What follows belongs to an exercise in optimizing a design on an open flow for small area, a short achievable clock period and few clock cycles per item; a production flow would make more cautious choices.
At most, simulation tests tie the RTL to the original design; equivalence was not proved.
Power figures rest on the tool's default switching activity, not on a simulated workload.

Design ptc_builder, start of the top module:
module ptc_builder (
    input  wire        clk,
    input  wire        rst,
    input  wire        start,
    output wire        start_ready,
    input  wire [7:0]  cfg_dtype,
    input  wire [31:0] cfg_total,
    input  wire [15:0] cfg_cyl,
    input  wire [7:0]  cfg_heads,
    input  wire [7:0]  cfg_sect,
    input  wire [7:0]  cfg_ilv,
    input  wire [31:0] cfg_nfull,
    output wire [7:0]  rsvd_addr,
    input  wire [7:0]  rsvd_data,
    output wire        out_valid,
    input  wire        out_ready,
    output wire [7:0]  out_data,
    output wire        res_valid,
    output wire        res_refused,
    output wire        res_warn
);
Size in the first run: roughly 710 cells after synthesis, ~130 flip-flops, roughly 150 I/O pins, ~0.0075 mm2 of cells after synthesis.
Settings: LEC_CHECK=0, CAP_MARGIN=20, CORE_MARGIN=2, CORE_UTILIZATION=40, PLACE_DENSITY=0.6, SLEW_MARGIN=20; clock period 10.0 ns.
standard.sh (not shown) runs the stock make flow with config.mk's settings and CLKGATE_MAP_FILE= SYNTH_SCRIPT=/design/flow/synth_recipe.tcl, a recipe that flattens the netlist after the stock synthesis.
==> flow/flow/run.sh <==
#!/bin/bash
# The standard layout (the standard.sh, unchanged synthesis and steps),
# with one change: the port buffers that global placement inserts on every
# input and output are sky130_fd_sc_hd__buf_1 cells instead of the cell
# buffer_ports picks by itself (clkdlybuf4s50_1, a slow delay buffer).
set -euo pipefail
bash standard.sh "BUFFER_PORTS_ARGS=-buffer_cell sky130_fd_sc_hd__buf_1" finish > make_finish.log 2>&1
Testbench counts at the start, summed over its fixed seeds: cycles 100,560, builds 192.
Next try:
--- a/flow/config.mk
+++ b/flow/config.mk
@@ -12 +12 @@
-export SLEW_MARGIN = 20
+export SLEW_MARGIN = 80
After rerunning: The new run completed with no timing, DRC or antenna violations. Worst hold slack stays flat. Total power grows by 1.6%. Non-clock buffer count rose by 46. Design area grows by 8.9%. Routed wire length rose by 4.1%. Register-to-register slack got worse by 60 ps.
Next try:
==> flow/run.sh (new file) <==
#!/bin/bash
# synth_recipe.tcl (not shown) runs the flow's synth.tcl, then flattens the netlist and writes it again
# the make line also repeats each setting of config.mk as NAME=value (left out here)
make -C /OpenROAD-flow-scripts/flow DESIGN_CONFIG=/design/flow/config.mk WORK_HOME=/design/flow/orfs CLKGATE_MAP_FILE= SYNTH_SCRIPT=/design/flow/synth_recipe.tcl finish
--- a/flow/config.mk
+++ b/flow/config.mk
@@ -12 +12 @@
-export SLEW_MARGIN = 80
+export SLEW_MARGIN = 20
removed: flow/flow/run.sh
removed: flow/standard.sh
Non-clock buffer count decreases by 46.
Register-to-register slack is worse by 240 ps.
Global-route usage increases by 0.83 points.
Wire length increases by 3.4%.
Via count decreases by 1.7%.
Die area is unchanged.

========
Another version of the RTL of ptc_builder (not shown whole).
Size: roughly 150 I/O pins, ~8200 sq um of cells after synthesis.
==> flow/config.mk <==
export PLATFORM = sky130hd
export DESIGN_NAME = ptc_builder
export DESIGN_NICKNAME = ptc_builder
export VERILOG_FILES = /design/flow/design.v
export SDC_FILE = /design/flow/constraint.sdc
export NUM_CORES = 4
export LEC_CHECK = 0
export CAP_MARGIN = 60
export CORE_MARGIN = 2
export CORE_UTILIZATION = 40
export PLACE_DENSITY = 0.6
export SLEW_MARGIN = 90
==> flow/constraint.sdc <==
create_clock -name core_clock -period 10.0 [get_ports {clk}]
set_input_delay 2.0000 -clock core_clock [delete_from_list [all_inputs] [get_ports {clk}]]
set_output_delay 2.0000 -clock core_clock [all_outputs]
set_load 0.01 [all_outputs]
==> flow/flow/run.sh <==
#!/bin/bash
# The standard layout (the standard.sh, unchanged synthesis and steps),
# with one change: the port buffers that global placement inserts on every
# input and output are sky130_fd_sc_hd__buf_1 cells instead of the cell
# buffer_ports picks by itself (clkdlybuf4s50_1, a slow delay buffer).
set -euo pipefail
bash standard.sh "BUFFER_PORTS_ARGS=-buffer_cell sky130_fd_sc_hd__buf_1" finish > make_finish.log 2>&1
The baseline stopped in global routing with GRT-0232.
Then changed:
--- a/flow/config.mk
+++ b/flow/config.mk
@@ -7,3 +7,3 @@
 export LEC_CHECK = 0
-export CAP_MARGIN = 60
+export CAP_MARGIN = 20
 export CORE_MARGIN = 2
@@ -11,2 +11,2 @@
 export PLACE_DENSITY = 0.6
-export SLEW_MARGIN = 90
+export SLEW_MARGIN = 20
What happened:
- With this change the flow finished with timing, DRC and antenna clean
- area after synthesis does not change
- synthesized cell count stays the same
No run of this note included a check of the RTL's function; only the layout flow was run.

========
== onyx ==
Another version of the RTL of ptc_builder (not shown whole).
For scale: ~660 cells after synthesis, ~120 flip-flops, roughly 0.0069 mm2 of cells after synthesis.
// ptc_builder
module ptc_builder (
    input  wire        clk,
    input  wire        rst,
    input  wire        start,
    output wire        start_ready,
    input  wire [7:0]  cfg_dtype,
    input  wire [31:0] cfg_total,
    input  wire [15:0] cfg_cyl,
    input  wire [7:0]  cfg_heads,
    input  wire [7:0]  cfg_sect,
    input  wire [7:0]  cfg_ilv,
    input  wire [31:0] cfg_nfull,
    output wire [7:0]  rsvd_addr,
    input  wire [7:0]  rsvd_data,
    output wire        out_valid,
    input  wire        out_ready,
    output wire [7:0]  out_data,
    output wire        res_valid,
    output wire        res_refused,
    output wire        res_warn
);
clock: 10.0 ns
lec_check: 0
cap_margin: 20
core_margin: 2
core_utilization: 65
place_density: 0.8
slew_margin: 65
Scripts as last shown in full above: flow/flow/run.sh
Testbench counts of onyx, summed over its fixed seeds: cycles 100,560, builds 192.
Relative to onyx, the following input files were edited for zinc:
# onyx
export LEC_CHECK = 0
export CAP_MARGIN = 20
export CORE_MARGIN = 2
export CORE_UTILIZATION = 65
export PLACE_DENSITY = 0.8
export SLEW_MARGIN = 65
create_clock -name core_clock -period 10.0 [get_ports {clk}]
# zinc
export LEC_CHECK = 0
export CAP_MARGIN = 50
export CORE_MARGIN = 2
export CORE_UTILIZATION = 40
export PLACE_DENSITY = 0.6
export SLEW_MARGIN = 65
create_clock -name core_clock -period 10.0 [get_ports {clk}]
Findings:
| hold slack | zinc vs onyx | 38 ps lower |
zinc falls short of onyx in register-to-register slack.
In zinc, the maximum fanout encountered on the critical timing path came out 3.3% below the value in onyx.
### zinc -> quartz
# zinc
export LEC_CHECK = 0
export CAP_MARGIN = 50
export CORE_MARGIN = 2
export CORE_UTILIZATION = 40
export PLACE_DENSITY = 0.6
export SLEW_MARGIN = 65
create_clock -name core_clock -period 10.0 [get_ports {clk}]
# quartz
export LEC_CHECK = 0
export CAP_MARGIN = 20
export CORE_MARGIN = 2
export CORE_UTILIZATION = 40
export PLACE_DENSITY = 0.6
export SLEW_MARGIN = 50
create_clock -name core_clock -period 10.0 [get_ports {clk}]
Notes after the runs:
- Relative to zinc, the clock power share of quartz is higher by 2.9 points.
- [compare] base=zinc new=quartz: ratio of cells with drive above 1 in the final layout went down by 0.59 points; global-route wire length before repair went up by about 0.34%; register-to-register path setup slack went down by 70 ps; clock network area share went up by 0.83 points; final wirelength went down by 0.34%.
- Compared with zinc, quartz degrades worst setup margin.
- Max number of global-route vias before repair across quartz and zinc: zinc
- Total power: quartz above zinc
Inputs modified between quartz and ember:
# quartz
export LEC_CHECK = 0
export CAP_MARGIN = 20
export CORE_MARGIN = 2
export CORE_UTILIZATION = 40
export PLACE_DENSITY = 0.6
export SLEW_MARGIN = 50
create_clock -name core_clock -period 10.0 [get_ports {clk}]
# ember
export LEC_CHECK = 0
export CAP_MARGIN = 20
export CORE_MARGIN = 2
export CORE_UTILIZATION = 40
export PLACE_DENSITY = 0.6
export SLEW_MARGIN = 75
create_clock -name core_clock -period 10.0 [get_ports {clk}]
--- outcome ---
Going from quartz to ember, share of power burned in the clock network increased 0.2 points, pin slew with the least headroom to its limit lost 340 ps. | sequential power | ember vs quartz | ≈ equal |. The lower internal power component of quartz and ember is in quartz. quartz was routed with fewer vias than ember. ember ended up with a lower count of clock-buffer cells in the layout than quartz did. Against quartz, ember reports a largest stage delay on the critical path that is lower. quartz → ember: number of cell instances on the worst register-to-register path +4; proportion of cell area occupied by multi-input gates went up 0.22 points; net switching share of the total power rose by 0.51 points.
### ember -> pepper
# ember
export LEC_CHECK = 0
export CAP_MARGIN = 20
export CORE_MARGIN = 2
export CORE_UTILIZATION = 40
export PLACE_DENSITY = 0.6
export SLEW_MARGIN = 75
create_clock -name core_clock -period 10.0 [get_ports {clk}]
# pepper
export LEC_CHECK = 0
export CAP_MARGIN = 20
export CORE_MARGIN = 2
export CORE_UTILIZATION = 40
export CTS_BUF_LIST = sky130_fd_sc_hd__clkbuf_4
export PLACE_DENSITY = 0.6
export SLEW_MARGIN = 65
create_clock -name core_clock -period 10.0 [get_ports {clk}]
==> comparison <==
Wire length of the first global-routing pass in pepper is 0.92% lower than in ember. Changes observed in pepper relative to ember: cell-internal power now sits lower; final-layout clock buffer total picked up an extra 3. Compared to ember, pepper has number of placed instances with taps included 11 lower.
The following lists how nickel was set up differently from pepper:
# pepper
export LEC_CHECK = 0
export CAP_MARGIN = 20
export CORE_MARGIN = 2
export CORE_UTILIZATION = 40
export CTS_BUF_LIST = sky130_fd_sc_hd__clkbuf_4
export PLACE_DENSITY = 0.6
export SLEW_MARGIN = 65
create_clock -name core_clock -period 10.0 [get_ports {clk}]
# nickel
export LEC_CHECK = 0
export CAP_MARGIN = 20
export CORE_MARGIN = 2
export CORE_UTILIZATION = 40
export PLACE_DENSITY = 0.6
export SLEW_MARGIN = 65
create_clock -name core_clock -period 10.0 [get_ports {clk}]
Findings:
- The final layout from nickel, which completed every stage, passed the timing, DRC and antenna checks at the end of the flow.
- pepper did not stop at any stage, and its layout met the timing, DRC and antenna checks.
- Compared to pepper, the routing of nickel uses more wire.
- [compare] base=pepper new=nickel: final period demand of the worst path has decreased, total net switching power has increased, number of buffers and inverters on the critical path has remained practically unchanged, reported leakage power has increased, total global routing track utilization has increased.
- nickel vs pepper: combinational share of power down

==> what the ideal ports hide <==
Ports are ideal in the flow. The routed layouts listed here were re-timed in OpenROAD. Step 1 assumes that a clkbuf_16 drives the clock port and a buf_2 every other input. Step 2 also shifts input and output timing later by t, the mid clock arrival at the registers, as if the neighbouring blocks saw the same clock. Slacks: ideal ports / drivers / drivers and shift; pairs: ideal ports / drivers.
run	t (ns)	slack for setup (ns)	hold slack, ns	latest minus earliest clock arrival (ns)
the first run of note 1	0.463	6.571 / 6.527 / 6.226	0.506 / 0.506 / 0.506	0.011 / 0.011
the second run of note 1	0.466	6.757 / 6.757 / 6.703	0.506 / 0.506 / 0.506	0.009 / 0.010
the third run of note 1	0.463	6.128 / 6.085 / 5.846	0.507 / 0.507 / 0.507	0.020 / 0.019
the second run of note 2	0.462	6.731 / 6.744 / 6.282	0.481 / 0.481 / 0.481	0.008 / 0.008
onyx	0.575	6.511 / 6.476 / 6.483	0.541 / 0.541 / 0.541	0.010 / 0.011
zinc	0.462	6.731 / 6.689 / 6.546	0.503 / 0.503 / 0.503	0.009 / 0.008
quartz	0.463	6.679 / 6.638 / 6.331	0.509 / 0.509 / 0.509	0.011 / 0.011
ember	0.459	6.687 / 6.646 / 6.628	0.502 / 0.502 / 0.502	0.016 / 0.017
pepper	0.584	6.597 / 6.558 / 6.578	0.517 / 0.517 / 0.517	0.022 / 0.022
nickel	0.462	6.731 / 6.689 / 6.546	0.503 / 0.503 / 0.503	0.009 / 0.008
After both steps every run listed still meets setup and hold. The setup slack of the second run of note 2, which loses most, moves by +0.013 ns with the drivers and by -0.449 ns with both steps.
